Context: an optimization exercise on an open-source flow, tuned for small area, a short achievable clock period and few clock cycles per item. The choices shown serve that exercise and are no tape-out recipe. Only simulation tests tie the RTL to the original design; equivalence was not proved.

## P
==> flow/design.v (excerpt) <==
module sm3_core (
    input  wire         clk,
    input  wire         rst,         
    input  wire         in_valid,
    output wire         in_ready,
    input  wire         in_init,     
    input  wire [511:0] in_block,    
    output reg          out_valid,
    output wire [255:0] out_digest   
);
Size: ~6700 cells after synthesis, roughly 1100 flip-flops, about 57000 sq um of cells after synthesis.
Settings: LEC_CHECK=0, CAP_MARGIN=20, CORE_MARGIN=2, CORE_UTILIZATION=40, SETUP_SLACK_MARGIN=4, SLEW_MARGIN=20; clock period 10.0 ns.
run.sh (not shown) runs the stock make flow with config.mk's settings and CLKGATE_MAP_FILE= SYNTH_SCRIPT=/design/flow/synth_recipe.tcl, a recipe that flattens the netlist after the stock synthesis.
P: flow completed, timing, DRC and antenna clean
Testbench counts of P, summed over its fixed seeds: cycles 24,584, items 384.
Edits applied to the flow inputs when going from P to Q:
- SETUP_SLACK_MARGIN: 4 -> unset
[summary]
The setup slack of Q is smaller than that of P. Between Q and P, post-route clock period utilization is lower for P, Q comes in above that. The met2 demand-to-capacity share in global routing reported for Q is greater than that of P by 3.3 points.

---

## run A
sm3_core, a different RTL version from the one above (not shown whole).
// sm3_core
module sm3_core (
    input  wire         clk,
    input  wire         rst,         
    input  wire         in_valid,
    output wire         in_ready,
    input  wire         in_init,     
    input  wire [511:0] in_block,    
    output reg          out_valid,
    output wire [255:0] out_digest   
);
    localparam [255:0] IV = {32'h7380166f, 32'h4914b2b9, 32'h172442d7, 32'hda8a0600,
                             32'ha96f30bc, 32'h163138aa, 32'he38dee4d, 32'hb0fb0e4e};
    localparam [31:0] T0 = 32'h79cc4519;
    localparam [31:0] T1 = 32'h7a879d8a;
    function [31:0] rotl;
        input [31:0] x;
        input [4:0]  n;
        begin
            rotl = (x << n) | (x >> (6'd32 - {1'b0, n}));
        end
    endfunction
    function [31:0] p0;
        input [31:0] x;
        begin
            p0 = x ^ rotl(x, 5'd9) ^ rotl(x, 5'd17);
        end
    endfunction
    function [31:0] p1;
        input [31:0] x;
        begin
            p1 = x ^ rotl(x, 5'd15) ^ rotl(x, 5'd23);
        end
    endfunction
    function [31:0] ks_add;
        input [31:0] x;
        input [31:0] y;
        reg [31:0] gn, pn, gk, pk;
        integer l, n;
        begin
            gk = x & y;
            pk = x ^ y;
            for (l = 1; l < 32; l = l * 2) begin
                gn = gk;
                pn = pk;
                for (n = l; n < 32; n = n + 1) begin
                    gn[n] = gk[n] | (pk[n] & gk[n-l]);
  ...
Settings: LEC_CHECK=0, ABC_AREA=1, CAP_MARGIN=35, CORE_MARGIN=2, CORE_UTILIZATION=50, CTS_BUF_LIST=sky130_fd_sc_hd__clkbuf_16, CTS_CLUSTER_DIAMETER=80, CTS_CLUSTER_SIZE=20, PLACE_DENSITY=0.68, SETUP_SLACK_MARGIN=5, SLEW_MARGIN=35, TNS_END_PERCENT=0; clock period 10.0 ns.
standard.sh (not shown) runs the stock make flow with config.mk's settings and CLKGATE_MAP_FILE= SYNTH_SCRIPT=/design/flow/synth_recipe.tcl, a recipe that flattens the netlist after the stock synthesis.
==> flow/flow/run.sh <==
#!/bin/bash
# The standard layout (the standard.sh: ORFS synthesis to final layout,
# unchanged), except that the port buffers buffer_ports inserts during
# placement are the platform's smallest buffer, buf_1, instead of its default
# choice. Every input and output port still gets its own buffer; the resizer
# may size them up later like any other cell.
set -euo pipefail
export BUFFER_PORTS_ARGS="-buffer_cell sky130_fd_sc_hd__buf_1"
bash standard.sh > standard.log 2>&1
Testbench counts of run A, summed over its fixed seeds: cycles 24,640, items 384.
### run A -> run B
Settings: changing CORE_UTILIZATION from 50 to 58; removing PLACE_DENSITY (formerly 0.68).
==> comparison <==
Diff run A..run B | number of antenna-violating nets in the routed design | unchanged. Delta (run B minus run A): last weighted congestion value of the routability-driven placer now sits higher; tightest slew margin relative to the limit now sits higher; routed wirelength normalized by instance count now sits lower.
> inputs changed (run B -> run C)
Settings: CORE_UTILIZATION now 50, was 58; CTS_CLUSTER_SIZE no longer set, was 20; CTS_CLUSTER_DIAMETER no longer set, was 80; CTS_BUF_LIST now sky130_fd_sc_hd__clkbuf_4 sky130_fd_sc_hd__clkbuf_8, was sky130_fd_sc_hd__clkbuf_16.
==> run notes <==
Looking at mean number of vias per cell, run C sits 4.9% lower than run B does.
Comparing run B with run C, the area taken by flip-flops and latches came out essentially unchanged.
Comparing run C and run B, the higher minimum clock period is on run B.
Lower worst path buffer plus inverter count goes to run C over run B.
Compared to run B, the router laid down more metal wire for run C.
Input-level comparison between run D and run C:
Settings: setting CTS_CLUSTER_DIAMETER to 80 for the first time; changing CTS_BUF_LIST from sky130_fd_sc_hd__clkbuf_4 sky130_fd_sc_hd__clkbuf_8 to sky130_fd_sc_hd__clkbuf_16; setting CTS_CLUSTER_SIZE to 20 for the first time.
==> run notes <==
Run D vs run C, critical path startpoint: a[27] vs e[27]. Compared with run C, run D shows setup slack lower by 0.023 ns. Sort run C and run D by worst hold slack, ascending, and run C comes first. Compared with run C, in run D number of flops mapped to enable cells by yosys held; cell area went down 0.0016 sq mm. | core occupancy in the finished layout | lower: run D |. Comparing run C and run D, the higher total of cells resized after clock tree synthesis is on run D. Run D vs. run C: upper clock frequency limit shows a reduction of about 0.44%; global-route wire length before repair shows a reduction of about 1%. Run C reports its cell type of the slowest stage on the worst timing path as sky130_fd_sc_hd__dfxtp_1 while run D reports sky130_fd_sc_hd__xor2_1. Compared with run C, run D instantiates a smaller number of standard cells.
Modified inputs, run E compared to run D
Settings: CTS_CLUSTER_DIAMETER changed from 80 to 100; CTS_CLUSTER_SIZE changed from 20 to 26.
==> run notes <==
- Run E ended with every stage complete and zero timing, DRC or antenna violations.
- Looking at count of clock buffers in the final design, run E sits 18 below run D.
- Per the comparison of run E with run D, via count moved down, length of routed met2 wiring held steady, fraction of area in registers shows an increase of 0.29 points.
- Summary of run E over run D: worst slew margin relative to its limit now sits higher; final area now sits lower; multi-input logic area now sits at about the same level.
- Clock-pin slew of the registers on the worst-case setup and hold paths: higher on run E

what the ideal ports hide:
Ports are ideal in the flow. The routed layouts listed here were re-timed in OpenROAD.
Step 1: set_driving_cell puts a clkbuf_16 on clk and a buf_2 on each other input, an assumption about the parent block.
Step 2 times the ports against the registers' clock, not the clock port: input delays grow and output delays shrink by t, the midpoint of the rising clock arrivals with the driver on.
a / b / c = no drivers / after step 1 / after step 2; a / b = the first two.
run | shift t [ns] | setup slack, ns | hold WS [ns] | latest minus earliest clock arrival (ns)
P | 0.851 | 3.428 / 3.428 / 3.428 | 0.406 / 0.406 / 0.406 | 0.059 / 0.060
Q | 0.845 | 1.899 / 1.899 / 1.899 | 0.392 / 0.392 / 0.392 | 0.061 / 0.061
run A | 0.761 | 4.735 / 4.735 / 4.073 | 0.403 / 0.403 / 0.403 | 0.036 / 0.036
run B | 0.768 | 4.654 / 4.654 / 4.184 | 0.380 / 0.380 / 0.380 | 0.042 / 0.041
run C | 0.967 | 4.804 / 4.804 / 3.953 | 0.395 / 0.395 / 0.395 | 0.057 / 0.058
run D | 0.761 | 4.781 / 4.781 / 4.233 | 0.400 / 0.400 / 0.400 | 0.045 / 0.044
run E | 0.794 | 4.793 / 4.793 / 4.240 | 0.401 / 0.401 / 0.401 | 0.030 / 0.029
After both steps every run listed still meets setup and hold. For run C, which loses most, drivers alone change the setup slack by 0.000 ns; drivers and shift together by -0.851 ns.
